Source: an optimization exercise on an open RTL-to-GDS flow (aim: small area, a short achievable clock period and few clock cycles). Production flows keep margins and buffers that such runs may drop. In this exercise RTL edits were held to simulation tests only and were not proved equivalent to the original. No activity file was given, so power comes from the tool's default toggle rates.

// bmx_block
module bmx_block (
    input  wire        clk,
    input  wire        rst,           
    input  wire        cmd_valid,
    output wire        cmd_ready,
    input  wire [39:0] cmd,
    output wire        rsp_valid,
    input  wire        rsp_ready,
    output wire [7:0]  rsp_err,
    output wire [31:0] rsp_res,
    output wire [3:0]  rsp_len,
    output wire [63:0] rsp_out
);
    localparam [3:0] E_OK = 4'd0, E_SIZE = 4'd1, E_DEPTH = 4'd4, E_CREG = 4'd5,
                     E_FMT = 4'd8, E_STATE = 4'd9, E_ILL = 4'd10, E_IDX = 4'd11,
                     E_RANGE = 4'd12;
    localparam [7:0] OP_NOP = 8'h00, OP_RESET = 8'h01, OP_STATUS = 8'h02, OP_CLRERR = 8'h03,
                     OP_HBWR = 8'h10, OP_HBRD = 8'h11, OP_HINIT = 8'h12, OP_HPARSE = 8'h13,
                     OP_HVALID = 8'h14, OP_HSER = 8'h15, OP_HSETF = 8'h16, OP_HGETF = 8'h17,
                     OP_HPALCNT = 8'h18, OP_HFIXREG = 8'h19, OP_HFIXPAL = 8'h1A,
                     OP_PPACK = 8'h20, OP_PUNPACK = 8'h21, OP_PPACK32 = 8'h22, OP_PUNPACK32 = 8'h23,
                     OP_GBPL = 8'h30, OP_GSTRIDE4 = 8'h31, OP_GD2R = 8'h32, OP_GR2D = 8'h33,
                     OP_GF2D = 8'h34, OP_GF2DS = 8'h35, OP_GD2F = 8'h36, OP_GROWOFF = 8'h37,
                     OP_USTART = 8'h40, OP_UPUSH = 8'h41;
    localparam K_RESET = 0, K_STATUS = 1, K_CLRERR = 2, K_HBWR = 3, K_HBRD = 4,
               K_HINIT = 5, K_PARSE = 6, K_HVALID = 7, K_HSER = 8, K_SETF = 9,
               K_GETF = 10, K_FIXREG = 11, K_FIXPAL = 12, K_GROW = 13, K_USTART = 14,
               K_UPUSH = 15, K_RES = 16, NK = 17;
    reg [23:0]  h_magic;
    reg [7:0]   h_version, h_depth, h_creg;
    reg [15:0]  h_width, h_height;
  ...
export LEC_CHECK = 0
export CAP_MARGIN = 20
export CORE_MARGIN = 2
export CORE_UTILIZATION = 55
export CTS_CLUSTER_DIAMETER = 60
export CTS_CLUSTER_SIZE = 30
export SLEW_MARGIN = 20
create_clock -name core_clock -period 10.0 [get_ports {clk}]
standard.sh (not shown) runs the stock make flow with config.mk's settings and CLKGATE_MAP_FILE= SYNTH_SCRIPT=/design/flow/synth_recipe.tcl, a recipe that flattens the netlist after the stock synthesis.
==> flow/flow/run.sh <==
#!/bin/bash
# Layout flow: the standard ORFS flow (standard synthesis unchanged), with
#  - the port buffers that the flow puts on every input and output made buf_4
#    cells instead of the flow's default pick.
# The clock period, constraints and everything measured are unchanged.
# A try is kept if its final report shows no max-slew, max-cap or setup
# violation and no flip-flop clock pin slower than 125 ps; otherwise the next,
# milder setting is tried from scratch. Each try's output goes to its own log.
set -uo pipefail
B=orfs/results/${FLOW_PLATFORM}/bmx_block/base
RPT=orfs/reports/${FLOW_PLATFORM}/bmx_block/base/6_finish.rpt
clkslew() {
  cat > clkslew.tcl <<TCL
foreach lib [glob $FLOW_HOME/platforms/${FLOW_PLATFORM}/lib/*tt*.lib] { read_liberty \$lib }
read_db $B/6_final.odb
read_sdc $B/6_final.sdc
read_spef $B/6_final.spef
set_propagated_clock [all_clocks]
set mx 0
foreach p [get_pins -hierarchical */CLK] {
  set s [get_property \$p slew_max]
  if {\$s > \$mx} { set mx \$s }
}
puts "CLKSLEW \$mx"
TCL
  openroad -no_init -exit clkslew.tcl > clkslew_try$i.log 2>&1
  awk '/^CLKSLEW/ {print ($2 <= 0.125) ? "ok" : "bad"}' clkslew_try$i.log
}
clean() {
  [[ -f $RPT ]] || return 1
  grep -q "max slew violation count 0" $RPT || return 1
  grep -q "max cap violation count 0" $RPT || return 1
  grep -q "setup violation count 0" $RPT || return 1
  [[ -s out/final.def ]] || return 1
  [[ "$(clkslew)" == ok ]]
}
PORTS="BUFFER_PORTS_ARGS=-buffer_cell sky130_fd_sc_hd__buf_4"
i=0
for cfg in "SETUP_SLACK_MARGIN=6.55" \
           "SETUP_SLACK_MARGIN=6.55 CTS_CLUSTER_SIZE=24 CTS_CLUSTER_DIAMETER=50 SKIP_GATE_CLONING=1" \
           "SETUP_SLACK_MARGIN=5 CTS_CLUSTER_SIZE=20 CTS_CLUSTER_DIAMETER=50 SKIP_GATE_CLONING=1"; do
  i=$((i + 1))
  rm -rf orfs out/final.def
  bash standard.sh "$PORTS" $cfg TNS_END_PERCENT=100 finish > standard_flow_try$i.log 2>&1
  if clean; then exit 0; fi
done
[[ -s out/final.def ]]
Testbench counts at the start, summed over its fixed seeds: cycles 6,594.
Then changed:
--- a/flow/flow/run.sh
+++ b/flow/flow/run.sh
@@ -37,6 +37,6 @@
 PORTS="BUFFER_PORTS_ARGS=-buffer_cell sky130_fd_sc_hd__buf_4"
 i=0
-for cfg in "SETUP_SLACK_MARGIN=6.55" \
-           "SETUP_SLACK_MARGIN=6.55 CTS_CLUSTER_SIZE=24 CTS_CLUSTER_DIAMETER=50 SKIP_GATE_CLONING=1" \
+for cfg in "SETUP_SLACK_MARGIN=6.45" \
+           "SETUP_SLACK_MARGIN=6.45 CTS_CLUSTER_SIZE=30 CTS_CLUSTER_DIAMETER=60 SKIP_GATE_CLONING=1" \
            "SETUP_SLACK_MARGIN=5 CTS_CLUSTER_SIZE=20 CTS_CLUSTER_DIAMETER=50 SKIP_GATE_CLONING=1"; do
   i=$((i + 1))
CORE_UTILIZATION = 60   (was 55)
CTS_CLUSTER_DIAMETER = 70   (was 60)
CTS_CLUSTER_SIZE = 36   (was 30)
Register-to-register slack degrades by 0.12 ns.
Design area goes down slightly.
Clock power goes down by roughly a tenth.
Maximum frequency goes down by a few percent.
Non-clock buffer count does not change.
Then changed:
==> flow/flow/run.sh (replaced) <==
#!/bin/bash
# Layout flow: the standard ORFS flow (standard synthesis unchanged), with
#  - the port buffers that the flow puts on every input and output made buf_4
#    cells instead of the flow's default pick.
# The clock period, constraints and everything measured are unchanged.
# The make output goes to its own log; ORFS keeps each step's log under orfs/logs.
set -uo pipefail
PORTS="BUFFER_PORTS_ARGS=-buffer_cell sky130_fd_sc_hd__buf_4"
rm -rf orfs out/final.def
bash standard.sh "$PORTS" SETUP_SLACK_MARGIN=6.45 TNS_END_PERCENT=100 finish > standard_flow.log 2>&1
[[ -s out/final.def ]]
CTS_CLUSTER_DIAMETER = 65   (was 70)
CTS_CLUSTER_SIZE = 34   (was 36)
- The new run finished clean
- global-route usage decreases by 0.68 points
- via count decreases slightly
- maximum frequency increases slightly
- cell count decreases slightly
- clock-buffer cell count decreases by 13
- combinational power decreases by a few percent
- critical path depth does not change

[port drivers added, routing unchanged]
No port has a modelled driver above. Below, the same layouts with a new extraction and two added sets of constraints. Step 1, drivers: a clkbuf_16 drives clk and a buf_2 each remaining input, both assumed. Step 2, shift: input delay + t, output delay - t, t = (earliest + latest rising clock arrival at the registers) / 2. This alone moves slack from input paths to output paths. a / b / c = ideal / step 1 / step 2; a / b = the first two.
run | t (ns) | setup WS [ns] | worst setup path after step 2
the first run | 0.702 | 6.387 / 6.387 / 5.839 | input to register
the second run | 0.730 | 6.270 / 6.270 / 5.685 | input to register
the third run | 0.710 | 6.310 / 6.310 / 5.855 | input to register
After both steps every run listed still meets setup and hold. The setup slack of the second run, which loses most, moves by 0.000 ns with the drivers and by -0.585 ns with both steps.
